From an optimization exercise on the open Yosys and OpenROAD flow, aimed at small area; shortcuts taken in it are not production practice.
RTL that was checked went through simulation tests only; none was proved equivalent to the original.
For runs 3 and 4, only the layout was checked, not whether the RTL still works.
Power and IR drop assume default switching activity.

File: run.sh
#!/bin/bash
# synth_recipe.tcl (not shown) runs the flow's synth.tcl, then flattens the netlist and writes it again
# the make line also repeats each setting of config.mk as NAME=value (left out here)
make -C /OpenROAD-flow-scripts/flow DESIGN_CONFIG=/design/flow/config.mk WORK_HOME=/design/flow/orfs CLKGATE_MAP_FILE= SYNTH_SCRIPT=/design/flow/synth_recipe.tcl finish
File: config.mk
export PLATFORM = sky130hd
export DESIGN_NAME = flicker_core
export DESIGN_NICKNAME = flicker_core
export VERILOG_FILES = /design/flow/design.v
export SDC_FILE = /design/flow/constraint.sdc
export NUM_CORES = 4
export LEC_CHECK = 0
export CAP_MARGIN = 20
export CORE_MARGIN = 2
export CORE_UTILIZATION = 40
export SLEW_MARGIN = 20
File: constraint.sdc
create_clock -name core_clock -period 20.0 [get_ports {clk}]
set_input_delay 4.0000 -clock core_clock [delete_from_list [all_inputs] [get_ports {clk}]]
set_output_delay 4.0000 -clock core_clock [all_outputs]
set_load 0.01 [all_outputs]
File: design.v
module flk_filter (
    input  wire [7:0] a_ops,
    input  wire [2:0] a_cin,
    input  wire [5:0] b_ops,
    input  wire [2:0] b_cin,
    output wire [3:0] a_sum,
    output wire [3:0] b_sum
);
    assign a_sum = a_ops[0] + a_ops[1] + a_ops[2] + a_ops[3] + a_ops[4] + a_ops[5] +
                   a_ops[6] + a_ops[7] + a_cin;
    assign b_sum = b_ops[0] + b_ops[1] + b_ops[2] + b_ops[3] + b_ops[4] + b_ops[5] + b_cin;
endmodule
module flk_map (
    input  wire signed [9:0] s,
    output wire              neg,     
    output wire              over     
);
    assign neg  = (s < -10'sd171);
    assign over = (s >   10'sd84);
endmodule
module flicker_core (
    input  wire        clk,
    input  wire        rst,           
    input  wire        test_mode,     
    input  wire        ovf,           
    input  wire [31:0] seed_rdata,
    output reg         seed_we,
    output wire [31:0] seed_wdata,
    input  wire        bus_req,
    input  wire        bus_we,
    input  wire [5:0]  bus_addr,
    input  wire [1:0]  bus_size,      
    input  wire [31:0] bus_wdata,
    output reg         bus_ack,
    output reg         bus_err,
    output reg  [31:0] bus_rdata,
    output wire [7:0]  duty,
    output reg         duty_we
);
    localparam [31:0] POLY = 32'hA3AC183C;
    localparam [3:0] S_IDLE = 4'd0, S_INIT = 4'd1, S_READ = 4'd2, S_ARGW = 4'd3,
                     S_STEP = 4'd4, S_RESW = 4'd5, S_FB   = 4'd6, S_FC   = 4'd7,
                     S_MAP  = 4'd8, S_COPY = 4'd9;
    localparam [3:0] O_NONE = 4'd0, O_DRAW = 4'd1, O_NORMAL = 4'd2, O_FILTER = 4'd3,
                     O_UPDATE = 4'd4, O_RUN = 4'd5, O_MAP = 4'd6, O_TAKE = 4'd7;
    reg  [4:0]  ph;
    reg         boot;
    reg         mode_test;
    reg  [3:0]  slot;
    reg  [3:0]  opc;
    reg  [31:0] lfsr;
    reg  [31:0] arg, res, z1, z2, seedw;
    reg  [7:0]  duty_q;
    reg         tick;
    reg  [3:0]  cnt;           
    reg         err;
    reg  [2:0]  cause;
    reg  [7:0]  ac;            
    reg  [3:0]  kc;            
    reg         xcy, xsgn;     
    reg  [2:0]  ycy;           
    reg  [2:0]  acy, bcy;      
    reg         ysgn, z2sgn, y23;
    reg  [2:0]  yd;            
    reg         tcy, negf, overf;
    assign duty = duty_q;
    wire last = (ph == 5'd31);
    wire idle = (slot == S_IDLE) && !boot;
    wire [31:0] seed_inc = seed_rdata + 32'd1;
    wire [31:0] s0 = {seed_inc[31:1], seed_inc[0] | (seed_inc == 32'd0)};
    assign seed_wdata = lfsr;    
    wire       bus_legal = (bus_size == 2'd2) && (bus_addr[1:0] == 2'b00);
    wire [3:0] word      = bus_addr[5:2];
    wire [3:0] cmd_op    = bus_wdata[15:12];
    wire [3:0] cmd_n     = bus_wdata[11:8];
    wire [7:0] cmd_imm   = bus_wdata[7:0];
    reg  [2:0] cmd_cause;
    always @(*) begin
        if (!mode_test)                                cmd_cause = 3'd1;
        else if (bus_wdata[31:16] != 16'd0)            cmd_cause = 3'd2;
        else if (cmd_op >= 4'h9)                       cmd_cause = 3'd3;
        else if (cmd_op == 4'h2 && cmd_n > 4'd8)       cmd_cause = 3'd4;
        else if (cmd_op != 4'h2 && cmd_n != 4'd0)      cmd_cause = 3'd5;
        else if (cmd_op != 4'h4 && cmd_imm != 8'd0)    cmd_cause = 3'd5;
        else                                           cmd_cause = 3'd0;
    end
    wire is_cmd   = bus_we && word == 4'h0;
    wire cmd_ok   = is_cmd && cmd_cause == 3'd0;
    wire cmd_slot = cmd_ok && cmd_op != 4'h0 && cmd_op != 4'h7;
    wire acc_slot_kind = bus_legal && (!bus_we || word == 4'h1 || cmd_slot);
    wire can_acc  = idle && !bus_ack && bus_req;
    wire acc_imm  = can_acc && !acc_slot_kind;
    wire acc_slot = can_acc && acc_slot_kind && last;
    wire run_go   = idle && !mode_test && tick && last && !acc_slot;
    wire ovf_ev  = (!mode_test && !boot && ovf) ||
                   (acc_imm && bus_legal && cmd_ok && cmd_op == 4'h7);
    wire expire  = (cnt == 4'd1);
    wire take_clr = (slot == S_RESW) && (opc == O_TAKE) && (ph == 5'd0);
    wire [3:0] draw_n   = bus_wdata[12] ? 4'd1 : cmd_n;    
    wire [4:0] nsteps   = (opc == O_DRAW) ? {1'b0, draw_n} : 5'd24;
    wire       stepping = (slot == S_STEP) && (ph < nsteps);
    wire       rotating = (slot == S_READ) || (slot == S_INIT);
    wire       b        = lfsr[0];
    wire [31:0] lfsr_sh = {lfsr[0], lfsr[31:1]} ^
                          ({32{stepping & b}} & {1'b0, POLY[30:0]});
    wire [7:0] ka    = {kc, ac[7:4]};
    wire       xo1   = ka[ph[2:0]];
    wire       xo2   = !ph[2] && !ac[ph[1:0]];
    wire       xcin  = (ph == 5'd0) ? 1'b1 : xcy;
    wire [1:0] xsum  = xo1 + xo2 + xcin;
    wire       xcalc = (ph < 5'd8) ? xsum[0] : xsgn;
    wire [2:0] wsel  = (ph < 5'd8) ? ph[2:0] : 3'd7;
    wire       wbit  = bus_wdata[ph];
    wire       imm_b = cmd_imm[wsel];
    wire       xbit  = (opc == O_FILTER) ? imm_b : xcalc;
    wire in_fb = (slot == S_FB);
    wire in_fc = (slot == S_FC);
    wire [3:0] ysum = z1[0] + (res[28] & (ph >= 5'd4)) + (res[27] & (ph >= 5'd5)) +
                      (res[24] & (ph >= 5'd8)) + (res[20] & (ph >= 5'd12)) +
                      ((ph == 5'd0) ? 3'd0 : ycy);
    wire ybit = ysum[0];
    wire a0, a4, a6, a8, a10, a13, a15, az;
    wire b0, b3, b5, b7, b10, b13;
    wire [2:0] acin = (in_fb && ph == 5'd18) ? 3'd4 : acy;
    wire [2:0] bcin = (in_fb && ph == 5'd22) ? 3'd4 : bcy;
    assign a0  = in_fb ? z1[14]                   : ((ph <= 5'd17) ? z1[14] : ysgn);
    assign a4  = in_fb ? (z1[10] & (ph >= 5'd22)) : ((ph <= 5'd21) ? z1[10] : ysgn);
    assign a6  = in_fb ? (z1[8]  & (ph >= 5'd24)) : ((ph <= 5'd23) ? z1[8]  : ysgn);
    assign a8  = in_fb ? (z1[6]  & (ph >= 5'd26)) : ((ph <= 5'd25) ? z1[6]  : ysgn);
    assign a10 = in_fb ? (z1[4]  & (ph >= 5'd28)) : ((ph <= 5'd27) ? z1[4]  : ysgn);
    assign a13 = in_fb ? (z1[1]  & (ph >= 5'd31)) : ((ph <= 5'd30) ? z1[1]  : ysgn);
    assign a15 = in_fb ? 1'b0                     : (yd[0] & (ph >= 5'd1));
    assign az  = in_fb ? 1'b0                     : ((ph <= 5'd27) ? z2[4]  : z2sgn);
    assign b0  = in_fb ? z1[10]                   : ((ph <= 5'd21) ? z1[10] : ysgn);
    assign b3  = in_fb ? (z1[7]  & (ph >= 5'd25)) : ((ph <= 5'd24) ? z1[7]  : ysgn);
    assign b5  = in_fb ? (z1[5]  & (ph >= 5'd27)) : ((ph <= 5'd26) ? z1[5]  : ysgn);
    assign b7  = in_fb ? (z1[3]  & (ph >= 5'd29)) : ((ph <= 5'd28) ? z1[3]  : ysgn);
    assign b10 = in_fb ? 1'b0                     : z1[0];
    assign b13 = in_fb ? 1'b0                     : (yd[2] & (ph >= 5'd3));
    wire [3:0] asum, bsum;
    flk_filter u_filter (
        .a_ops({a0, a4, !a6, !a8, !a10, !a13, a15, az}), .a_cin(acin),
        .b_ops({!b0, !b3, b5, b7, !b10, !b13}),           .b_cin(bcin),
        .a_sum(asum), .b_sum(bsum)
    );
    wire y16b = (ph <= 5'd15) ? z1[8] : y23;
    wire neg_c, over_c;
    flk_map u_map (.s(res[15:6]), .neg(neg_c), .over(over_c));
    wire       neg   = (ph == 5'd0) ? neg_c  : negf;
    wire       over  = (ph == 5'd0) ? over_c : overf;
    wire [7:0] K171  = 8'd171;
    wire [1:0] tsum  = res[6] + K171[ph[2:0]] + ((ph == 5'd0) ? 1'b0 : tcy);
    wire       dbit  = (ph < 5'd8) && !neg && (over || tsum[0]);
    reg rbit;
    always @(*) begin
        case (word)
            4'h1:    rbit = arg[0];
            4'h2:    rbit = res[0] & mode_test;
            4'h4:    rbit = lfsr[0];
            4'h5:    rbit = z1[0];
            4'h6:    rbit = z2[0];
            4'h9:    rbit = seedw[0];
            4'hA:    rbit = (ph == 5'd4) || (ph == 5'd18) || (ph == 5'd20) || (ph == 5'd22);
            4'hB:    rbit = (ph == 5'd6);
            default: rbit = 1'b0;
        endcase
    end
    reg [7:0] small_v;
    always @(*) begin
        case (word)
            4'h3:    small_v = {1'b0, cause, err, 1'b0, tick, mode_test};
            4'h7:    small_v = {3'd0, cnt == 4'd0, cnt};
            4'h8:    small_v = duty_q;
            default: small_v = 8'd0;
        endcase
    end
    wire rd_last = (slot == S_READ) && last;
    reg resw_b;
    always @(*) begin
        case (opc)
            O_NORMAL: resw_b = xcalc;
            O_TAKE:   resw_b = (ph == 5'd0) && tick;
            default:  resw_b = (ph < 5'd8) && ac[ph[2:0]];
        endcase
    end
    reg z1_in, z2_in, arg_in, res_in, seed_in;
    always @(*) begin
        z1_in   = z1[0];
        z2_in   = z2[0];
        arg_in  = arg[0];
        res_in  = res[0];
        seed_in = seedw[0];
        case (slot)
            S_INIT: begin
                z1_in = 1'b0; z2_in = 1'b0; arg_in = 1'b0; res_in = 1'b0;
                seed_in = lfsr[0];
            end
            S_ARGW: arg_in = wbit;
            S_RESW: res_in = resw_b;
            S_FB:   begin z1_in = ybit; res_in = xbit; end
            S_FC:   begin z1_in = asum[0]; z2_in = bsum[0]; res_in = y16b; end
            S_MAP:  res_in = dbit;
            S_COPY: res_in = arg[0];
            default: ;
        endcase
    end
    always @(posedge clk) begin
        z1        <= {z1_in,   z1[31:1]};
        z2        <= {z2_in,   z2[31:1]};
        arg       <= {arg_in,  arg[31:1]};
        res       <= {res_in,  res[31:1]};
        seedw     <= {seed_in, seedw[31:1]};
        bus_rdata <= {rbit, bus_rdata[31:1]} | (rd_last ? {24'd0, small_v} : 32'd0);
        xcy   <= xsum[1];
        if (ph == 5'd7) xsgn <= xsum[0];
        ycy   <= ysum[3:1];
        acy   <= asum[3:1];
        bcy   <= bsum[3:1];
        if (in_fb && last) ysgn <= ybit;
        if (ph == 5'd0) z2sgn <= z2[31];
        if (ph == 5'd15) y23 <= z1[8];
        yd    <= {yd[1:0], z1[0]};
        tcy   <= tsum[1];
        if (ph == 5'd0) begin negf <= neg_c; overf <= over_c; end
    end
    always @(posedge clk) begin
        if (rst) begin
            ph        <= 5'd31;
            boot      <= 1'b1;
            mode_test <= test_mode;
            slot      <= S_IDLE;
            opc       <= O_NONE;
            tick      <= 1'b0;
            cnt       <= 4'd0;
            err       <= 1'b0;
            cause     <= 3'd0;
            bus_ack   <= 1'b0;
            bus_err   <= 1'b0;
            duty_we   <= 1'b0;
            seed_we   <= 1'b0;
        end else begin
            seed_we <= boot;
            ph      <= ph + 5'd1;
            bus_ack <= 1'b0;
            bus_err <= 1'b0;
            duty_we <= 1'b0;
            if (boot) begin
                boot <= 1'b0;
                slot <= S_INIT;      
            end
            if (ovf_ev)
                cnt <= cnt - 4'd1;
            if (ovf_ev && expire)
                tick <= 1'b1;
            else if (run_go || take_clr)
                tick <= 1'b0;
            if (acc_imm) begin
                bus_ack <= 1'b1;
                if (!bus_legal)
                    bus_err <= 1'b1;
                else if (is_cmd && cmd_cause != 3'd0) begin
                    err   <= 1'b1;
                    cause <= cmd_cause;
                end else if (bus_we && word == 4'h3 && bus_wdata[3]) begin
                    err   <= 1'b0;
                    cause <= 3'd0;
                end
            end
            if (acc_slot) begin
                ac <= 8'd0;
                kc <= 4'd7;
                if (!bus_we) begin
                    slot <= S_READ; opc <= O_NONE;
                end else if (word == 4'h1) begin
                    slot <= S_ARGW; opc <= O_NONE;
                end else begin
                    case (cmd_op)
                        4'h1, 4'h2: begin slot <= S_STEP; opc <= O_DRAW;   end
                        4'h3:       begin slot <= S_STEP; opc <= O_NORMAL; end
                        4'h4:       begin slot <= S_FB;   opc <= O_FILTER; end
                        4'h5:       begin slot <= S_COPY; opc <= O_MAP;    end
                        4'h6:       begin slot <= S_STEP; opc <= O_UPDATE; end
                        default:    begin slot <= S_RESW; opc <= O_TAKE;   end
                    endcase
                end
            end else if (run_go) begin
                ac   <= 8'd0;
                kc   <= 4'd7;
                slot <= S_STEP;
                opc  <= O_RUN;
            end else if (last) begin
                case (slot)
                    S_INIT: slot <= S_IDLE;
                    S_READ, S_ARGW, S_RESW: begin
                        slot    <= S_IDLE;
                        bus_ack <= 1'b1;
                    end
                    S_STEP: slot <= (opc == O_DRAW || opc == O_NORMAL) ? S_RESW : S_FB;
                    S_FB:   slot <= S_FC;
                    S_FC: begin
                        if (opc == O_FILTER) begin
                            slot    <= S_IDLE;
                            bus_ack <= 1'b1;
                        end else
                            slot <= S_MAP;
                    end
                    S_COPY: slot <= S_MAP;
                    S_MAP: begin
                        slot <= S_IDLE;
                        if (opc != O_RUN) bus_ack <= 1'b1;
                        if (opc != O_MAP) begin
                            duty_q  <= res[8:1];
                            duty_we <= 1'b1;
                        end
                    end
                    default: ;
                endcase
            end
            if (stepping) begin
                if (opc == O_DRAW || ph >= 5'd16)
                    ac <= {ac[6:0], b};
                else if (b)
                    kc <= kc + 4'd1;
            end
        end
    end
    always @(posedge clk) begin
        if (!rst && boot)
            lfsr <= s0;
        else if (!rst && (stepping || rotating))
            lfsr <= lfsr_sh;
    end
endmodule
==> notes.md, run 1 <==
internal power=approximately 0.0011 W; total track usage=0.178; Final Skew=0.0234 ns; routed vias=roughly 8400; initial antenna violation count=1; TritonRoute pass-1 iters=5; Max Cap Viol=0; switching power=0.000397 W; critical path class=in -> reg; cts hold-fix bufs=0; CTS tree=yes; die area=around 30000 um^2; Placed Instances=1560; Hold Startpoint=z2[11]; DRC Markers=0; Mean Syn Cell Area=10.7 um^2; Worst slew margin=0.333; sw frac=0.261; Final min period=7.46 ns; Arr. time, crit path=7.74 ns; Async SR Flop Fraction=0; Synth cell types=72; CTS buffer count=30; combinational share of power=0.182; FMAX=about 0.13 GHz; Die Height=approximately 170 um; root buf cell=clkbuf_16; final worst setup slack=around 13 ns; Sequential Power Share=0.441; first-pass GRT wire length=around 43000 um; antenna-violating nets left=0; CP Capture Type=flop; clk buf depth=3; power per cell area=106 nW/um^2; Worst R2R Path Depth=14; # resized after CTS=0; clock power share=0.377; maximum vdd drop=0.0677 mV; P_leak=5.49 nW; most common library cells after synthesis=dfxtp_1, nand2_1, nor2_1; max-slew violations=0; Yosys top cell area share=0.410; grt total ovfl=0; post-synth top area cell=dfxtp_1; nets=~1300; postcts setup bufs=0; Synthesized Nets=1191; DRT iter0 DRCs=a little under 600; register area=approximately 6400 um^2; WL/cell=roughly 17 um; Initial Util=0.409; Worst EP required=roughly 20 ns; number of synthesized flops with an enable pin=57; Final Hold Viols=0; worst hold stages=0; vias in the first global route=7995; status=finished clean; gpl congestion=just under 0.9; worst reg2reg path startpoint=ph[0]; dpl ws=11.44 ns; CTS clk-pin slew, worst paths=0.06 ns; Yosys reg bits=291; port buffer count=between 150 and 200; Yosys Warn Count=1; sequential share of the synthesized area=0.559; critical path's largest stage delay=1.06 ns; Tot Pwr=approximately 0.0015 W; worst path cell trace=clkdlybuf4s50_1 > clkinv_1 > nand2_2 > inv_1 > o21ai_0 > o21ai_1; Hold Crit Class=reg -> reg; Vias/cell=~5.2; CP max FO=34; io pins=~150; Cell Count, Final, Fillers Out=1615; filler instances=2486; area grow syn2layout=26.1%; Fin Setup TNS=0 ns; die width=173 um; largest net degree at the start of global routing=35; n_diodes=0; Setup-failing EPs final=0; worst-margin pin slew=0.992 ns; top cells by area, synth=dfxtp_1, edfxtp_1, ha_1; area of the multi-input gates=4700 um^2; post-DP HPWL=approximately 20000 um; Rows=61; Tcrit/Tclk final=0.373; Mapped Cells=1066; worst skew pair latency=0.55 ns; Synth Flop Type=dfxtp_1; area of the core=27900 um^2; RSZ-0062 raised after global routing=false; cell with the most instances after synthesis=dfxtp_1; htree depth=1; Total Wirelength=approximately 27000 um; share of layout cells above drive strength 1=0.0792; CTS Sinks=291; CP Launch Type=input port; CP Launch Point=rst; CP max stage cell=clkdlybuf4s50_1; Mapped Area=11400 um^2
-- layout by cell type, fill, tap and decap left out, drive strengths merged, types with 13 or more instances in the layout --
master | synthesis | layout
dfxtp | 234 | 234
clkdlybuf4s50 | 0 | 153
nand2 | 98 | 98
nor2 | 77 | 77
o21ai | 66 | 66
edfxtp | 57 | 57
inv | 40 | 42
clkbuf | 37 | 42
a21oi | 37 | 37
ha | 34 | 34
xnor2 | 31 | 31
xor2 | 29 | 29
nand3 | 28 | 28
nor3 | 27 | 27
mux2i | 15 | 15
nor2b | 15 | 15
nor4 | 15 | 15
nand4 | 14 | 14
fa | 13 | 13
-- sequential cells by signal (all words and copies together) (netlist names), 4 cells and up --
name and count:
duty_q 8, ac 8, slot 4, bus_rdata 32, kc 4, seedw 32
res 32, lfsr 32, z1 32, arg 32, ph 5, z2 32
cnt 4
-- area by class of cell --
| type | count | area share |
|---|---|---|
| Clock buffer | 42 | 0.0637 |
| Multi-Input combinational cell | 686 | 0.326 |
| Sequential cell | 291 | 0.444 |
| Tap cell | 378 | 0.0328 |
| Timing Repair Buffer | 164 | 0.113 |
| Clock inverter | 12 | 0.00946 |
| Inverter | 42 | 0.0109 |
-- critical path, delay by kind of cell --
| kind | cells | cell delay, ns |
|---|---|---|
| simple gates | 1 | 0.78 |
| buf+inv | 3 | 2.52 |
| compound gates | 2 | 0.41 |
-- worst paths after layout --
path	slack, ns	to
max reg2reg	15.05	z1[31]
min	0.31	z2[10]
max	12.54	lfsr[0]
min reg2reg	0.31	z2[10]
-- cell families after synthesis --
family                     after synthesis  share of synthesized area
and+or+nand+nor                        348                      0.155
DFF                                    291                      0.559
AOI/OAI and AO/OA                      202                      0.115
buffers and inverters                   89                     0.0308
xor gates and xnor gates                60                     0.0460
adders and majority gates               48                     0.0608
muxes                                   28                     0.0338
-- stage by stage --
stage          area (um^2)  utilization  hold slack (ns)
2_1_floorplan        11400            -            0.310
3_3_place_gp         13300        0.477            0.310
3_5_place_dp         13300        0.477            0.312
4_1_cts              14400        0.515            0.307
5_1_grt              14400        0.516            0.312
6_report             14400        0.516            0.311
-- power groups by stage --
stage / logic [W] / registers, W / clock network, W
after global routing: 0.000316 / 0.000675 / 0.000610
after CTS: 0.000279 / 0.000671 / 0.000587
after floorplan: 0.000181 / 0.000679 / 0
after global placement: 0.000270 / 0.000682 / 0
after detailed placement: 0.000276 / 0.000683 / 0
final: 0.000277 / 0.000670 / 0.000574
-- per-layer routing --
layer / up-vias / global-route usage / wire length, um / part of all wire
li1: 4083 / - / - / -
met1: 3969 / 0.250 / 12700 / 0.46
met2: 284 / 0.286 / 12200 / 0.45
met3: 47 / 0.0281 / 1730 / 0.063
met4: 0 / 0.0491 / 673 / 0.025
met5: - / 0 / 0 / 0
==> inputs of run 2 (changes only) <==
--- a/config.mk
+++ b/config.mk
@@ -6,4 +6,5 @@
 export NUM_CORES = 4
 export LEC_CHECK = 0
+export ABC_AREA = 1
 export CAP_MARGIN = 20
 export CORE_MARGIN = 2
==> run 2 against run 1 <==
Still clean. Via count up 8.1%. Setup slack better by 1.1 ns. Wire length up 7.1%. Sequential power down 1%. Combinational power down 9.4%. Sequential cell count unchanged. Cell area up 1.1%. Area after synthesis up 0.68%. Die area up 0.67%. Worst hold slack better by 0.0075 ns. Clock-buffer cell count unchanged.
==> notes.md, run 2 <==
Synth Flop Type=dfxtp_1; total track usage=0.192 (+0.0143); area grow syn2layout=26.6%; Async SR Flop Fraction=0 (unchanged); post-synthesis mux area share=0.00261 (-0.0312); area of the core=28500 um^2 (+2.2%); most common library cells after synthesis=nand2_1, dfxtp_1, nor2_1; largest net degree at the start of global routing=46 (+31%); postcts setup bufs=0 (unchanged); Vias/cell=4.91 (-5.5%); root buf cell=clkbuf_16; Synthesized Nets=1395 (+17%); worst path cell trace=clkdlybuf4s50_1 > inv_2 > nand3_1 > ha_1 > a21oi_1 > o21ai_0 > a21oi_1 > nand3_2 > nor2_1 > inv_1 > o22ai_1 > inv_1; CTS tree=yes; share of layout cells above drive strength 1=0.0624 (-0.0169); final worst setup slack=13.60 ns (+1.06 ns); # resized after CTS=0 (unchanged); Hold Crit Class=reg -> reg; top cells by area, synth=dfxtp_1, edfxtp_1, nand2_1; Arr. time, crit path=6.72 ns (-1.02 ns); Fin Setup TNS=0 ns (unchanged); CP Capture Type=flop; Mean Syn Cell Area=9.06 um^2 (-15%); Final Skew=0.0241 ns (+0.000749 ns); CP max FO=15 (-56%); Final min period=6.40 ns (-1.06 ns); routed vias=9058 (+8.1%); critical path's largest stage delay=0.51 ns (-0.55 ns); number of synthesized flops with an enable pin=57 (unchanged); Post-DP Area=13500 um^2 (+1.5%); cts hold-fix bufs=0 (unchanged); Worst EP required=20.32 ns (+0.04 ns); DRC Markers=0 (unchanged); Tcrit/Tclk final=0.320 (-0.0528); CP max stage cell=clkdlybuf4s50_1; Synth cell types=54 (-25%); antenna-violating nets left=0 (unchanged); cell with the most instances after synthesis=nand2_1; Worst Path Buf+Inv=4 (+1); filler instances=2714 (+9.2%); Mapped Area=11500 um^2 (+0.68%); post-synthesis adder-cell area fraction=0.0596 (-0.00128); dpl ws=13.05 ns (+1.61 ns); leading cell type in the layout, fill and taps excluded=nand2_1; max-slew violations=0 (unchanged); post-synth top area cell=dfxtp_1; sequential share of the synthesized area=0.556 (-0.00377); FMAX=0.156 GHz (+16%); P_leak=5.92 nW (+7.8%); initial antenna violation count=4 (+3); Total Wirelength=29200 um (+7.1%); Tot Pwr=0.00148 W (-2.8%); io pins=154 (unchanged); CTS clk-pin slew, worst paths=0.06 ns (about the same); CTS Sinks=291 (unchanged); Worst slew margin=0.397 (+0.0643); port buffer count=153 (unchanged); maximum vdd drop=0.0703 mV (+3.8%); Mapped Cells=1270 (+19%); CTS buffer count=29 (-3.3%); final hold slack=0.319 ns (+0.00752 ns); TritonRoute pass-1 iters=5 (unchanged); die width=174 um (+0.33%); nets=1564 (+17%); Post-Synth XOR/XNOR Area=0.0373 (-0.00868); largest family of logic cells by synthesized area=simple AND/OR/NAND/NOR gates; Design Area, Final=14600 um^2 (+1.1%); WL/cell=15.8 um (-6.3%); commonest non-fill, non-tap cells in the layout=nand2_1, dfxtp_1, nor2_1; Final Hold Viols=0 (unchanged); CP Launch Type=input port; Max Cap Viol=0 (unchanged); vias in the first global route=8956 (+12%); Yosys top cell area share=0.407 (-0.00276); gpl congestion=0.889 (-0.27%); first-pass GRT wire length=46900 um (+7.8%); grt total ovfl=0 (unchanged); Top delay family on crit path=simple AND/OR/NAND/NOR gates; Yosys Warn Count=1 (unchanged); htree depth=1 (unchanged); status=finished clean; Simple-Gate Fraction of Synth Area=0.198 (+0.0438); Initial Util=0.403 (-0.00607); Yosys reg bits=291 (unchanged); die area=30200 um^2 (+0.67%); post-DP HPWL=22300 um (+13%); DRT iter0 DRCs=647 (+8.9%); worst-margin pin slew=0.897 ns (-0.0948 ns); Die Height=174 um (+0.33%); critical path class=in -> reg; Setup-failing EPs final=0 (unchanged); worst skew pair latency=0.57 ns (+0.02 ns); Rows=62 (+1.6%); clk buf depth=3 (unchanged); RSZ-0062 raised after global routing=false; compound-cell area share of the yosys netlist=0.0914 (-0.0233); power per cell area=102 nW/um^2 (-3.8%)
-- run 2: kinds of logic after synthesis --
| kind of cell | Yosys count |
|---|---|
| AOI/OAI and AO/OA | 176 |
| xor gates and xnor gates | 49 |
| adders and majority gates | 47 |
| buffers and inverters | 167 |
| DFF | 291 |
| muxes | 3 |
| and+or+nand+nor | 537 |
-- run 2: final cells by class --
cell class / instances / area [um^2] / area share
flip-flops and latches: 291 / 6400 / 0.439
multi-input cells: 812 / 4510 / 0.309
repair buffers: 160 / 1600 / 0.110
clock buffers: 42 / 932 / 0.0640
inverters: 145 / 544 / 0.0373
well taps: 384 / 480 / 0.0330
clock inverters: 9 / 100 / 0.00687
diodes: 3 / 7.51 / 0.000515
-- run 2: metrics by stage --
stage,std cells,util
CTS,1843,0.510
finish,1846,0.510
global route,1843,0.510
detailed placement,1792,0.474
global placement,1791,0.473
floorplan,1270,-
-- run 2: final timing paths --
| kind | startpoint | endpoint | slack (ns) | depth (start not counted) |
|---|---|---|---|---|
| setup / recovery | bus_wdata[12] | kc[1] | 13.60 | 12 |
| hold reg to reg | z1[13] | z1[12] | 0.32 | 0 |
| setup reg to reg | ph[1] | acy[1] | 14.81 | 19 |
| hold / removal | z1[13] | z1[12] | 0.32 | 0 |
-- run 2: worst reg2reg max path, stage by stage (launching register included) --
cell,delay (ns)
dfxtp_1,0.71
inv_1,0.33
nor2_1,0.29
inv_1,0.09
nor2_1,0.35
inv_1,0.11
nand2_1,0.12
a21oi_1,0.11
o21ai_0,0.18
a21oi_1,0.06
ha_1,0.28
inv_1,0.05
fa_1,0.50
fa_1,0.54
inv_1,0.05
fa_1,0.54
ha_1,0.19
inv_1,0.07
fa_1,0.37
xnor2_1,0.13
-- run 2: metal layers --
metal,global-route usage,up-vias,share of wire
met1,0.250,4215,0.45
met3,0.0384,59,0.062
met2,0.321,275,0.46
met4,0.0655,2,0.031
met5,0,-,0.00038
li1,-,4507,-
-- run 2: where the power goes --
group / leakage [nW] / switching, W / internal, W / total [W]
clock: 0.507 / 0.000227 / 0.000339 / 0.000566
sequential: 2.47 / 0.0000201 / 0.000642 / 0.000662
combinational: 2.95 / 0.000141 / 0.000110 / 0.000251
total: 5.92 / 0.000388 / 0.00109 / 0.00148
==> inputs of run 3 (changes only) <==
--- a/design.v
+++ b/design.v
@@ -67,6 +67,11 @@
     wire last = (ph == 5'd31);
     wire idle = (slot == S_IDLE) && !boot;
-    wire [31:0] seed_inc = seed_rdata + 32'd1;
-    wire [31:0] s0 = {seed_inc[31:1], seed_inc[0] | (seed_inc == 32'd0)};
+    wire [32:0] sc;
+    assign sc[0] = 1'b1;
+    genvar gi;
+    generate for (gi = 0; gi < 32; gi = gi + 1) begin : g_inc
+        assign sc[gi+1] = sc[gi] & seed_rdata[gi];
+    end endgenerate
+    wire [31:0] s0 = (seed_rdata ^ sc[31:0]) | {31'd0, sc[32]};
     assign seed_wdata = lfsr;    
     wire       bus_legal = (bus_size == 2'd2) && (bus_addr[1:0] == 2'b00);
==> flow/run.sh (new file) <==
#!/bin/bash
# Standard ORFS layout, with single-drive port buffers and a clock tree of
# small buffers without dummy loads. Each tool's output goes to a log here.
set -uo pipefail
export BUFFER_PORTS_ARGS="-buffer_cell sky130_fd_sc_hd__buf_1"
export CTS_ARGS="-sink_clustering_enable -repair_clock_nets -dont_use_dummy_load -buf_list sky130_fd_sc_hd__clkbuf_4"
bash standard.sh > standard_flow.log 2>&1
status=$?
cp -r orfs/logs orfs_logs 2>/dev/null || true
exit $status
==> standard.sh (new file) <==
#!/bin/bash
# synth_recipe.tcl (not shown) runs the flow's synth.tcl, then flattens the netlist and writes it again
# the make line also repeats each setting of config.mk as NAME=value (left out here)
make -C /OpenROAD-flow-scripts/flow DESIGN_CONFIG=/design/flow/config.mk WORK_HOME=/design/flow/orfs CLKGATE_MAP_FILE= SYNTH_SCRIPT=/design/flow/synth_recipe.tcl "${@:-finish}"
--- a/config.mk
+++ b/config.mk
@@ -6,5 +6,4 @@
 export NUM_CORES = 4
 export LEC_CHECK = 0
-export ABC_AREA = 1
 export CAP_MARGIN = 20
 export CORE_MARGIN = 2
removed: run.sh
==> run 3 against run 2 <==
Clock power decreased by 34%. Area after synthesis down 2.9%. Cell area shrank 13%. Critical path type unchanged. Critical endpoint is now lfsr[31]. Largest power group unchanged.
==> notes.md, run 3 <==
status=finished clean; cts hold-fix bufs=0 (unchanged); number of synthesized flops with an enable pin=57 (unchanged); final worst setup slack=10.28 ns (-3.32 ns); most common library cells after synthesis=dfxtp_1, nand2_1, ha_1; cell with the most instances after synthesis=dfxtp_1; P_leak=5.00 nW (-16%); Mean Syn Cell Area=11.6 um^2 (+27%); total track usage=0.174 (-0.0187); die width=171 um (-1.4%); Final Skew=0.105 ns (+0.0809 ns); largest net degree at the start of global routing=48 (+4.3%); Die Height=171 um (-1.4%); Max Cap Viol=0 (unchanged); DRT iter0 DRCs=418 (-35%); Yosys top cell area share=0.419 (+0.0120); # resized after CTS=0 (unchanged); clk buf depth=3 (unchanged); leading cell type in the layout, fill and taps excluded=dfxtp_1; post-DP HPWL=17900 um (-20%); CP max FO=2 (-13); Yosys Warn Count=1 (unchanged); fin util=0.460 (-0.0505); WL/cell=16.3 um (+3.2%); sequential share of the synthesized area=0.572 (+0.0164); htree depth=3 (+2); Synthesized Nets=1123 (-19%); worst reg2reg path startpoint=slot[1]; critical path's largest stage delay=0.27 ns (-0.24 ns); initial antenna violation count=1 (-3); critical path class=in -> reg; Rows=61 (-1.6%); io pins=154 (unchanged); CTS clk-pin slew, worst paths=0.06 ns (about the same); worst skew pair latency=0.70 ns (+0.13 ns); Yosys reg bits=291 (unchanged); commonest non-fill, non-tap cells in the layout=dfxtp_1, buf_1, nand2_1; share of layout cells above drive strength 1=0.121 (+0.0582); Worst R2R Path Depth=12 (-7); Worst EP required=20.41 ns (+0.09 ns); Vias/cell=5.13 (+4.6%); Worst slew margin=0.331 (-0.0666); Arr. time, crit path=10.12 ns (+3.40 ns); Mapped Area=11200 um^2 (-2.9%); CP Capture Type=flop; Critical Path Most Common Cell=ha_1; Async SR Flop Fraction=0 (unchanged); CTS Sinks=291 (unchanged); CTS buffer count=75 (+160%); maximum vdd drop=0.0456 mV (-35%); RSZ-0062 raised after global routing=false; first-pass GRT wire length=39600 um (-15%); setup slack, reg-to-reg=15.34 ns (+0.53 ns); dpl ws=9.62 ns (-3.43 ns); Final min period=9.72 ns (+3.32 ns); power per cell area=104 nW/um^2 (+2.1%); grt total ovfl=0 (unchanged); area of the core=27600 um^2 (-3.2%); Final Hold Viols=0 (unchanged); post-synth top area cell=dfxtp_1; CP max stage cell=ha_1; routed vias=7908 (-13%); max-slew violations=0 (unchanged); postcts setup bufs=0 (unchanged); vias in the first global route=7706 (-14%); FMAX=0.103 GHz (-34%); TritonRoute pass-1 iters=7 (+2); Fin Setup TNS=0 ns (unchanged); DRC Markers=0 (unchanged); Total Wirelength=25100 um (-14%); area grow syn2layout=13.7%; CP Launch Point=seed_rdata[0]; worst-margin pin slew=1.00 ns (+0.106 ns); gpl congestion=0.892 (+0.29%); Tcrit/Tclk final=0.486 (+0.166); Hold Crit Class=reg -> reg; Synth cell types=69 (+28%); CP Capture Point=lfsr[31]; port buffer count=153 (unchanged); root buf cell=clkbuf_4; Mapped Cells=968 (-24%); nets=1318 (-16%); Synth Flop Type=dfxtp_1; CTS tree=yes; FF-to-FF End=z1[31]; die area=29300 um^2 (-2.8%); CP Launch Type=input port; top cells by area, synth=dfxtp_1, edfxtp_1, ha_1; Initial Util=0.405 (+0.00145); Setup-failing EPs final=0 (unchanged); antenna-violating nets left=0 (unchanged)
[run 3: changes by cell type in the layout (fill, tap and decap cells not counted), sizes merged, moves of 12 or more]
cell           delta
nor2            -118
and2             +12
mux4             +14
mux2             +24
ha               +30
inv             -104
nand2           -158
nand3            -37
o21ai            -22
clkdlybuf4s50   -153
clkbuf           +33
buf             +154
xor2             -16
[run 3: through the flow]
step / total power [W] / hold slack (ns) / area, um^2 / std cells
final: 0.00132 / 0.275 / 12700 / 1541
after global routing: 0.00141 / 0.266 / 12700 / 1541
after CTS: 0.00134 / 0.260 / 12700 / 1538
after detailed placement: 0.000957 / 0.312 / 12100 / 1463
after global placement: 0.000947 / 0.310 / 12100 / 1463
after floorplan: 0.000877 / 0.310 / 11200 / 968
[run 3: worst min path at each step]
stage	startpoint	slack [ns]	endpoint	cells after the start
after floorplan	arg[1]	0.31	arg[0]	0
after global placement	z1[11]	0.31	z1[10]	0
after detailed placement	arg[10]	0.31	arg[9]	0
after CTS	res[16]	0.26	res[15]	0
after global routing	res[16]	0.27	res[15]	0
final	res[16]	0.27	res[15]	0
[run 3: cells by family (layout without fill, tap and decap cells)]
kind of cell | count (synthesis) | count (layout) | synth area share
buf+inv | 85 | 278 | 0.0308
compound gates | 174 | 174 | 0.0999
other cells | 0 | 2 | 0
flops | 291 | 291 | 0.572
simple gates | 266 | 266 | 0.120
fa+ha+maj | 77 | 77 | 0.0949
mux | 49 | 49 | 0.0622
xor+xnor | 26 | 26 | 0.0204
[run 3: routing by layer]
metal  routed length [um]  vias up  part of all wire  GRT usage
met3                 1600       62             0.064     0.0467
met2                11400      242              0.45      0.267
met4                  933        0             0.037     0.0906
met1                11200     3780              0.45      0.225
li1                     -     3824                 -          -
met5                    0        -                 0          0
[run 3: final cells by class]
class                           count  area [um^2]
Fill cell                        2658        14900
Sequential cell                   291         6400
Timing Repair Buffer              161          654
Inverter                           42          158
Multi-Input combinational cell    592         4460
Tap cell                          378          473
Clock buffer                       75          563
Antenna cell                        2         5.00
[run 3: power by group]
part	total [W]	switching (W)	internal (W)
Combinational	0.000271	0.000150	0.000121
Sequential	0.000674	0.0000253	0.000649
Clock	0.000372	0.000202	0.000170
[run 3: critical path, delay by kind of cell]
kind                     cells  cell delay (ns)
adder cells (fa/ha/maj)     31             5.75
multiplexers                 1             0.27
buffers and inverters        1             0.09
==> inputs of run 4 (changes only) <==
--- a/flow/run.sh
+++ b/flow/run.sh
@@ -4,5 +4,5 @@
 set -uo pipefail
 export BUFFER_PORTS_ARGS="-buffer_cell sky130_fd_sc_hd__buf_1"
-export CTS_ARGS="-sink_clustering_enable -repair_clock_nets -dont_use_dummy_load -buf_list sky130_fd_sc_hd__clkbuf_4"
+export CTS_ARGS="-sink_clustering_enable -repair_clock_nets -dont_use_dummy_load -buf_list sky130_fd_sc_hd__clkbuf_2"
 bash standard.sh > standard_flow.log 2>&1
 status=$?
==> run 4 against run 3 <==
Cell count barely moved. Die area did not move. Area after synthesis did not move. Critical path type unchanged. Worst hold slack got worse by 0.046 ns.
==> notes.md, run 4 <==
status=finished clean; Synth cell types=69 (unchanged); port buffer count=153 (unchanged); commonest non-fill, non-tap cells in the layout=dfxtp_1, buf_1, nand2_1; routed vias=7885 (-0.29%); die area=29300 um^2 (unchanged); htree depth=3 (unchanged); Synthesized Nets=1123 (unchanged); sequential share of the synthesized area=0.572 (unchanged); Final Skew=0.155 ns (+0.0501 ns); Async SR Flop Fraction=0 (unchanged); cts hold-fix bufs=0 (unchanged); Yosys top cell area share=0.419 (unchanged); RSZ-0062 raised after global routing=false; FMAX=0.104 GHz (+1.3%); Arr. time, crit path=10.13 ns (about the same); Vias/cell=5.12 (-0.23%); critical path's largest stage delay=0.27 ns (about the same); Total Wirelength=25100 um (about the same); gpl congestion=0.892 (unchanged); CP Launch Point=seed_rdata[0]; Setup-failing EPs final=0 (unchanged); leading cell type in the layout, fill and taps excluded=dfxtp_1; Final Hold Viols=0 (unchanged); Synth Flop Type=dfxtp_1; Critical Path Most Common Cell=ha_1; Final min period=9.59 ns (-0.125 ns); Max Cap Viol=0 (unchanged); largest net degree at the start of global routing=48 (unchanged); P_leak=4.97 nW (-0.67%); Rows=61 (unchanged); antenna-violating nets left=0 (unchanged); post-synth top area cell=dfxtp_1; DRC Markers=0 (unchanged); clk buf depth=3 (unchanged); setup slack, reg-to-reg=15.32 ns (-0.02 ns); area of the multi-input gates=4460 um^2 (unchanged); worst reg2reg path startpoint=slot[1]; maximum vdd drop=0.0410 mV (-9.9%); first-pass GRT wire length=39700 um (about the same); CTS clk-pin slew, worst paths=0.09 ns (+0.03 ns); worst skew pair latency=0.87 ns (+0.17 ns); final hold slack=0.228 ns (-0.0463 ns); Die Height=171 um (unchanged); Yosys reg bits=291 (unchanged); Tot Pwr=0.00124 W (-5.7%); vias in the first global route=7730 (+0.31%); FF-to-FF End=z1[31]; area grow syn2layout=12.0%; die width=171 um (unchanged); io pins=154 (unchanged); cell with the most instances after synthesis=dfxtp_1; register area=6400 um^2 (unchanged); postcts setup bufs=0 (unchanged); top cells by area, synth=dfxtp_1, edfxtp_1, ha_1; max-slew violations=0 (unchanged); CP Capture Point=lfsr[31]; Initial Util=0.405 (unchanged); nets=1318 (unchanged); Worst R2R Path Depth=12 (unchanged); number of synthesized flops with an enable pin=57 (unchanged); root buf cell=clkbuf_2; Fin Setup TNS=0 ns (unchanged); worst-margin pin slew=0.994 ns (-0.00879 ns); CTS tree=yes; Worst slew margin=0.336 (+0.00586); initial antenna violation count=1 (unchanged); area of the core=27600 um^2 (unchanged); post-DP HPWL=17900 um (unchanged); CP Capture Type=flop; Hold Crit Class=reg -> reg; Mapped Area=11200 um^2 (unchanged); power per cell area=99.2 nW/um^2 (-4.2%); CTS buffer count=75 (unchanged); WL/cell=16.3 um (about the same); Mean Syn Cell Area=11.6 um^2 (unchanged); CP max stage cell=ha_1; # resized after CTS=0 (unchanged); CTS Sinks=291 (unchanged); most common library cells after synthesis=dfxtp_1, nand2_1, ha_1; Tcrit/Tclk final=0.480 (-0.00625); TritonRoute pass-1 iters=5 (-2); filler instances=2690 (+1.2%); CP Launch Type=input port; Worst EP required=20.54 ns (+0.13 ns); grt total ovfl=0 (unchanged); Yosys Warn Count=1 (unchanged); share of layout cells above drive strength 1=0.121 (unchanged); fin util=0.453 (-0.00688); CP max FO=2 (unchanged); DRT iter0 DRCs=448 (+7.2%); Mapped Cells=968 (unchanged); critical path class=in -> reg; total track usage=0.174 (-0.000199)
==> run 4: cell counts after synthesis <==
Identical to the previous run, type by type.
==> run 4: kinds of logic after synthesis <==
kind of cell,count (synthesis),share of synthesized area
and+or+nand+nor,266,0.120
AOI/OAI and AO/OA,174,0.0999
xor gates and xnor gates,26,0.0204
muxes,49,0.0622
buffers and inverters,85,0.0308
DFF,291,0.572
adders and majority gates,77,0.0949
==> run 4: critical path, delay by kind of cell <==
| family | cells | cell delay, ns |
|---|---|---|
| adder cells (fa/ha/maj) | 31 | 5.75 |
| buffers and inverters | 1 | 0.09 |
| multiplexers | 1 | 0.27 |
==> run 4: layout make-up <==
cell class                      instances  area share
Antenna cell                            1    0.000200
Clock buffer                           75      0.0300
Inverter                               42      0.0126
Multi-Input combinational cell        592       0.356
Sequential cell                       291       0.511
Tap cell                              378      0.0378
Timing Repair Buffer                  161      0.0523
==> run 4: power by group <==
part	leakage, nW	internal, W	switching, W
clock network	0.312	0.0000974	0.000201
logic	2.20	0.000121	0.000150
registers	2.46	0.000648	0.0000252
==> run 4: metrics by stage <==
step / cells / setup slack, ns / area [um^2]
after floorplan: 968 / 10.10 / 11200
after global placement: 1463 / 9.71 / 12100
after detailed placement: 1463 / 9.62 / 12100
after CTS: 1538 / 10.48 / 12500
after global routing: 1540 / 10.21 / 12500
final: 1540 / 10.41 / 12500
==> run 4: worst min-delay path by stage <==
| stage | cells past startpoint | from | slack, ns | end |
|---|---|---|---|---|
| after floorplan | 0 | arg[1] | 0.31 | arg[0] |
| after global placement | 0 | z1[11] | 0.31 | z1[10] |
| after detailed placement | 0 | arg[10] | 0.31 | arg[9] |
| after CTS | 0 | res[16] | 0.23 | res[15] |
| after global routing | 0 | res[16] | 0.21 | res[15] |
| final | 0 | res[16] | 0.23 | res[15] |
==> run 4: layer usage <==
metal | vias to the layer above | global-route usage | wire length [um]
met5 | - | 0 | 0
met4 | 0 | 0.0840 | 905
met3 | 69 | 0.0529 | 1640
met2 | 241 | 0.265 | 11300
met1 | 3764 | 0.224 | 11200
li1 | 3811 | - | -
==> inputs of run 5 (changes only) <==
--- a/design.v
+++ b/design.v
@@ -34,12 +34,12 @@
     output reg         bus_ack,
     output reg         bus_err,
-    output reg  [31:0] bus_rdata,
+    output wire [31:0] bus_rdata,
     output wire [7:0]  duty,
     output reg         duty_we
 );
     localparam [31:0] POLY = 32'hA3AC183C;
-    localparam [3:0] S_IDLE = 4'd0, S_INIT = 4'd1, S_READ = 4'd2, S_ARGW = 4'd3,
+    localparam [3:0] S_IDLE = 4'd0, S_INIT = 4'd1, S_SWAP = 4'd2, S_ARGW = 4'd3,
                      S_STEP = 4'd4, S_RESW = 4'd5, S_FB   = 4'd6, S_FC   = 4'd7,
-                     S_MAP  = 4'd8, S_COPY = 4'd9;
+                     S_MAP  = 4'd8, S_COPY = 4'd9, S_SWB  = 4'd10;
     localparam [3:0] O_NONE = 4'd0, O_DRAW = 4'd1, O_NORMAL = 4'd2, O_FILTER = 4'd3,
                      O_UPDATE = 4'd4, O_RUN = 4'd5, O_MAP = 4'd6, O_TAKE = 4'd7;
@@ -93,9 +93,11 @@
     wire cmd_ok   = is_cmd && cmd_cause == 3'd0;
     wire cmd_slot = cmd_ok && cmd_op != 4'h0 && cmd_op != 4'h7;
-    wire acc_slot_kind = bus_legal && (!bus_we || word == 4'h1 || cmd_slot);
+    wire rd_swap  = !bus_we && (word == 4'h1 || word == 4'h4 || word == 4'h5 ||
+                                word == 4'h6 || word == 4'h9 || (word == 4'h2 && mode_test));
+    wire acc_slot_kind = bus_legal && (rd_swap || (bus_we && word == 4'h1) || cmd_slot);
     wire can_acc  = idle && !bus_ack && bus_req;
     wire acc_imm  = can_acc && !acc_slot_kind;
     wire acc_slot = can_acc && acc_slot_kind && last;
-    wire run_go   = idle && !mode_test && tick && last && !acc_slot;
+    wire run_go   = idle && !mode_test && tick && last && !can_acc;
     wire ovf_ev  = (!mode_test && !boot && ovf) ||
                    (acc_imm && bus_legal && cmd_ok && cmd_op == 4'h7);
@@ -105,7 +107,9 @@
     wire [4:0] nsteps   = (opc == O_DRAW) ? {1'b0, draw_n} : 5'd24;
     wire       stepping = (slot == S_STEP) && (ph < nsteps);
-    wire       rotating = (slot == S_READ) || (slot == S_INIT);
+    wire       swapping = (slot == S_SWAP) || (slot == S_SWB);
+    wire       rotating = swapping || (slot == S_INIT);
     wire       b        = lfsr[0];
-    wire [31:0] lfsr_sh = {lfsr[0], lfsr[31:1]} ^
+    wire        lfsr_in = (swapping && opc == 4'h4) ? seedw[0] : lfsr[0];
+    wire [31:0] lfsr_sh = {lfsr_in, lfsr[31:1]} ^
                           ({32{stepping & b}} & {1'b0, POLY[30:0]});
     wire [7:0] ka    = {kc, ac[7:4]};
@@ -159,14 +163,11 @@
     reg rbit;
     always @(*) begin
-        case (word)
+        case (opc)
             4'h1:    rbit = arg[0];
-            4'h2:    rbit = res[0] & mode_test;
+            4'h2:    rbit = res[0];
             4'h4:    rbit = lfsr[0];
             4'h5:    rbit = z1[0];
             4'h6:    rbit = z2[0];
-            4'h9:    rbit = seedw[0];
-            4'hA:    rbit = (ph == 5'd4) || (ph == 5'd18) || (ph == 5'd20) || (ph == 5'd22);
-            4'hB:    rbit = (ph == 5'd6);
-            default: rbit = 1'b0;
+            default: rbit = seedw[0];
         endcase
     end
@@ -177,8 +178,13 @@
             4'h7:    small_v = {3'd0, cnt == 4'd0, cnt};
             4'h8:    small_v = duty_q;
+            4'hA:    small_v = 8'h10;
+            4'hB:    small_v = 8'h40;
             default: small_v = 8'd0;
         endcase
     end
-    wire rd_last = (slot == S_READ) && last;
+    wire cfg0 = (word == 4'hA);
+    wire show = (slot == S_SWB);
+    assign bus_rdata = show ? seedw :
+                       {9'd0, cfg0, 1'b0, cfg0, 1'b0, cfg0, 10'd0, small_v};
     reg resw_b;
     always @(*) begin
@@ -202,4 +208,14 @@
             end
             S_ARGW: arg_in = wbit;
+            S_SWAP, S_SWB: begin
+                seed_in = rbit;
+                case (opc)
+                    4'h1: arg_in = seedw[0];
+                    4'h2: res_in = seedw[0];
+                    4'h5: z1_in  = seedw[0];
+                    4'h6: z2_in  = seedw[0];
+                    default: ;
+                endcase
+            end
             S_RESW: res_in = resw_b;
             S_FB:   begin z1_in = ybit; res_in = xbit; end
@@ -216,5 +232,4 @@
         res       <= {res_in,  res[31:1]};
         seedw     <= {seed_in, seedw[31:1]};
-        bus_rdata <= {rbit, bus_rdata[31:1]} | (rd_last ? {24'd0, small_v} : 32'd0);
         xcy   <= xsum[1];
         if (ph == 5'd7) xsgn <= xsum[0];
@@ -276,5 +291,5 @@
                 kc <= 4'd7;
                 if (!bus_we) begin
-                    slot <= S_READ; opc <= O_NONE;
+                    slot <= S_SWAP; opc <= word;
                 end else if (word == 4'h1) begin
                     slot <= S_ARGW; opc <= O_NONE;
@@ -297,5 +312,10 @@
                 case (slot)
                     S_INIT: slot <= S_IDLE;
-                    S_READ, S_ARGW, S_RESW: begin
+                    S_SWAP: begin
+                        slot    <= S_SWB;
+                        bus_ack <= 1'b1;
+                    end
+                    S_SWB:  slot <= S_IDLE;
+                    S_ARGW, S_RESW: begin
                         slot    <= S_IDLE;
                         bus_ack <= 1'b1;
==> flow/run.sh (replaced) <==
#!/bin/bash
# ORFS layout with three changes, each tool's output in a log here:
#  - synthesis maps logic with an area-oriented ABC script (flow/abc_area.script);
#    the registers are those of the standard synthesis (dfflibmap runs before ABC);
#  - every port still gets a buffer, of the smallest drive (buf_1);
#  - the clock tree uses small clock buffers and no dummy loads.
set -uo pipefail
HERE=$(pwd)
rm -rf scripts_mod
cp -r "$FLOW_HOME/scripts" scripts_mod
cp flow/abc_area.script scripts_mod/abc_area.script
export BUFFER_PORTS_ARGS="-buffer_cell sky130_fd_sc_hd__buf_1"
export CTS_ARGS="-sink_clustering_enable -repair_clock_nets -dont_use_dummy_load -buf_list sky130_fd_sc_hd__clkbuf_2"
bash standard.sh SCRIPTS_DIR="$HERE/scripts_mod" ABC_AREA=1 finish > standard_flow.log 2>&1
status=$?
rm -rf scripts_mod
exit $status
==> flow/abc_area.script (new file) <==
strash
&get -n
&deepsyn -T 60
&put
&get -n
&dch -f
&nf -R 1000 -p -a
&put
==> run 5 against run 4 <==
Non-clock buffer count is 1 higher. Combinational power shrank 15%. Sequential cell count is 31 lower. Clock power down 9.0%. Die area shrank 11%. Core utilization is 1.4 points higher. Sequential share of layout area is 0.23 points lower.
==> notes.md, run 5 <==
status=finished clean; DRT iter0 DRCs=529 (+18%); nets=1305 (-0.99%); first-pass GRT wire length=38400 um (-3.2%); compound-cell area share of the yosys netlist=0.122 (+0.0219); post-synthesis mux area share=0.00530 (-0.0569); Post-Synth XOR/XNOR Area=0.00530 (-0.0151); final worst setup slack=10.34 ns (-0.0721 ns); dpl ws=9.67 ns (+0.0495 ns); Fin Setup TNS=0 ns (unchanged); clk buf depth=3 (unchanged); Yosys reg bits=260 (-11%); WL/cell=16.2 um (-0.64%); post-DP HPWL=16900 um (-5.6%); Vias/cell=5.18 (+1.2%); routed vias=7633 (-3.2%); area grow syn2layout=14.6%; cell with the most instances after synthesis=dfxtp_1; postcts setup bufs=0 (unchanged); cts hold-fix bufs=0 (unchanged); Yosys Warn Count=1 (unchanged); TritonRoute pass-1 iters=5 (unchanged); CTS clk-pin slew, worst paths=0.09 ns (about the same); RSZ-0062 raised after global routing=false; CTS Sinks=260 (-11%); Synthesized Nets=1073 (-4.5%); Hold Crit Class=reg -> reg; critical path class=in -> out; Initial Util=0.407 (+0.00280); port buffer count=153 (unchanged); root buf cell=clkbuf_2; total track usage=0.185 (+0.0116); filler instances=2352 (-13%); most common library cells after synthesis=dfxtp_1, nor2_1, nand2_1; commonest non-fill, non-tap cells in the layout=dfxtp_1, buf_1, nor2_1; Total Wirelength=23900 um (-5.0%); grt total ovfl=0 (unchanged); Worst slew margin=0.311 (-0.0258); area of the core=24300 um^2 (-12%); Post-DP Area=11000 um^2 (-9.4%); io pins=154 (unchanged); largest net degree at the start of global routing=35 (-27%); P_leak=4.55 nW (-8.4%); Mapped Area=9910 um^2 (-11%); CP Capture Type=output pin; # resized after CTS=0 (unchanged); number of synthesized flops with an enable pin=57 (unchanged); Mean Syn Cell Area=10.8 um^2 (-6.5%); CP Launch Type=input port; initial antenna violation count=1 (unchanged); CTS buffer count=69 (-8.0%); Final min period=9.66 ns (+0.0721 ns); sequential share of the synthesized area=0.583 (+0.0108); Yosys top cell area share=0.410 (-0.00888); share of layout cells above drive strength 1=0.0697 (-0.0509); Synth Flop Type=dfxtp_1; antenna-violating nets left=0 (unchanged); CP max FO=7 (+5); top cells by area, synth=dfxtp_1, edfxtp_1, ha_1; fin util=0.467 (+0.0138); die width=161 um (-5.7%); FMAX=0.103 GHz (-0.75%); post-synthesis adder-cell area fraction=0.107 (+0.0122); Arr. time, crit path=5.66 ns (-4.47 ns); largest family of logic cells by synthesized area=simple AND/OR/NAND/NOR gates; Die Height=161 um (-5.7%); leading cell type in the layout, fill and taps excluded=dfxtp_1; Worst EP required=16.00 ns (-4.54 ns); worst-margin pin slew=1.03 ns (+0.0360 ns); die area=26000 um^2 (-11%); Design Area, Final=11400 um^2 (-9.3%); Setup-failing EPs final=0 (unchanged); post-synth top area cell=dfxtp_1; Tot Pwr=0.00109 W (-12%); max-slew violations=0 (unchanged); gpl congestion=0.892 (about the same); Async SR Flop Fraction=0 (unchanged); maximum vdd drop=0.0496 mV (+21%); Simple-Gate Fraction of Synth Area=0.161 (+0.0416); Tcrit/Tclk final=0.483 (+0.00360); vias in the first global route=7506 (-2.9%); Mapped Cells=918 (-5.2%); worst skew pair latency=0.81 ns (-0.06 ns); Rows=57 (-6.6%); htree depth=3 (unchanged); Synth cell types=51 (-26%); power per cell area=96.3 nW/um^2 (-2.9%); DRC Markers=0 (unchanged); Max Cap Viol=0 (unchanged); Final Skew=0.113 ns (-0.0425 ns); Final Hold Viols=0 (unchanged); CTS tree=yes
==> run 5: per-stage QoR <==
stage          cells  hold WS, ns
5_1_grt         1473        0.290
3_5_place_dp    1402        0.312
3_3_place_gp    1401        0.311
6_report        1473        0.264
2_1_floorplan    918        0.310
4_1_cts         1471        0.264
==> run 5: layout make-up <==
type / instances / area [um^2] / area share
antenna: 1 / 2.50 / 0.000220
clock buffer: 69 / 345 / 0.0304
inverter: 41 / 154 / 0.0136
multi-input combinational: 616 / 3990 / 0.351
sequential: 260 / 5780 / 0.509
tap: 324 / 405 / 0.0357
timing repair buffer: 162 / 682 / 0.0601
==> run 5: final timing paths <==
kind         slack, ns  cells after the start            to        start
max              10.34                      6  bus_rdata[4]  bus_addr[3]
min               0.26                      0       res[22]      res[23]
min reg2reg       0.26                      0       res[22]      res[23]
max reg2reg      15.19                     17        z1[31]      slot[3]
==> run 5: cell families after synthesis <==
family,after synthesis
buffers and inverters,42
flip-flops,260
AND/OR/NAND/NOR,341
adder cells (fa/ha/maj),77
multiplexers,5
AO/OA/AOI/OAI,187
XOR/XNOR,6
==> run 5: critical path, cell delays in order <==
cell and delay (ns):
buf_1 0.24, nand2_1 0.16, nor4b_1 0.75, a32oi_1 0.22
nand3_1 0.13, buf_1 0.16
==> run 5: where the power goes <==
group / switching (W) / internal, W
clock network: 0.000182 / 0.0000898
logic: 0.000130 / 0.0000997
registers: 0.0000180 / 0.000574
==> run 5: routing by layer <==
layer | up-vias | global-route usage | routed length [um]
met5 | - | 0 | 0
met4 | 0 | 0.0731 | 554
met3 | 47 | 0.0475 | 1700
met2 | 275 | 0.272 | 10200
met1 | 3539 | 0.262 | 11400
li1 | 3772 | - | -

-- separate check: timing with driven ports --
In the flow no input, the clock included, has a driving cell. The finished layouts below were timed again as built, in two steps.
Step 1 assumes that a clkbuf_16 drives the clock port and a buf_2 every other input.
Step 2 moves the port delays by t, midway between the first and last clock arrival at a register: inputs arrive t later, outputs are due t later. That takes back most of the time a late clock gives input paths.
Three values: no drivers, after step 1, after step 2; two values: the first two.
run	t (ns)	slack for setup (ns)	worst hold slack (ns)
run 1	0.587	12.544 / 12.561 / 11.974	0.311 / 0.311 / 0.311
run 2	0.598	13.600 / 13.625 / 13.027	0.319 / 0.319 / 0.319
run 3	0.690	10.284 / 10.300 / 9.610	0.275 / 0.275 / 0.275
run 4	0.826	10.409 / 10.429 / 9.603	0.228 / 0.228 / 0.228
run 5	0.787	10.337 / 10.314 / 9.695	0.264 / 0.264 / 0.264
After both steps setup and hold are still met in every run listed. The setup slack of run 4, which loses most, moves by +0.020 ns with the drivers and by -0.806 ns with both steps.
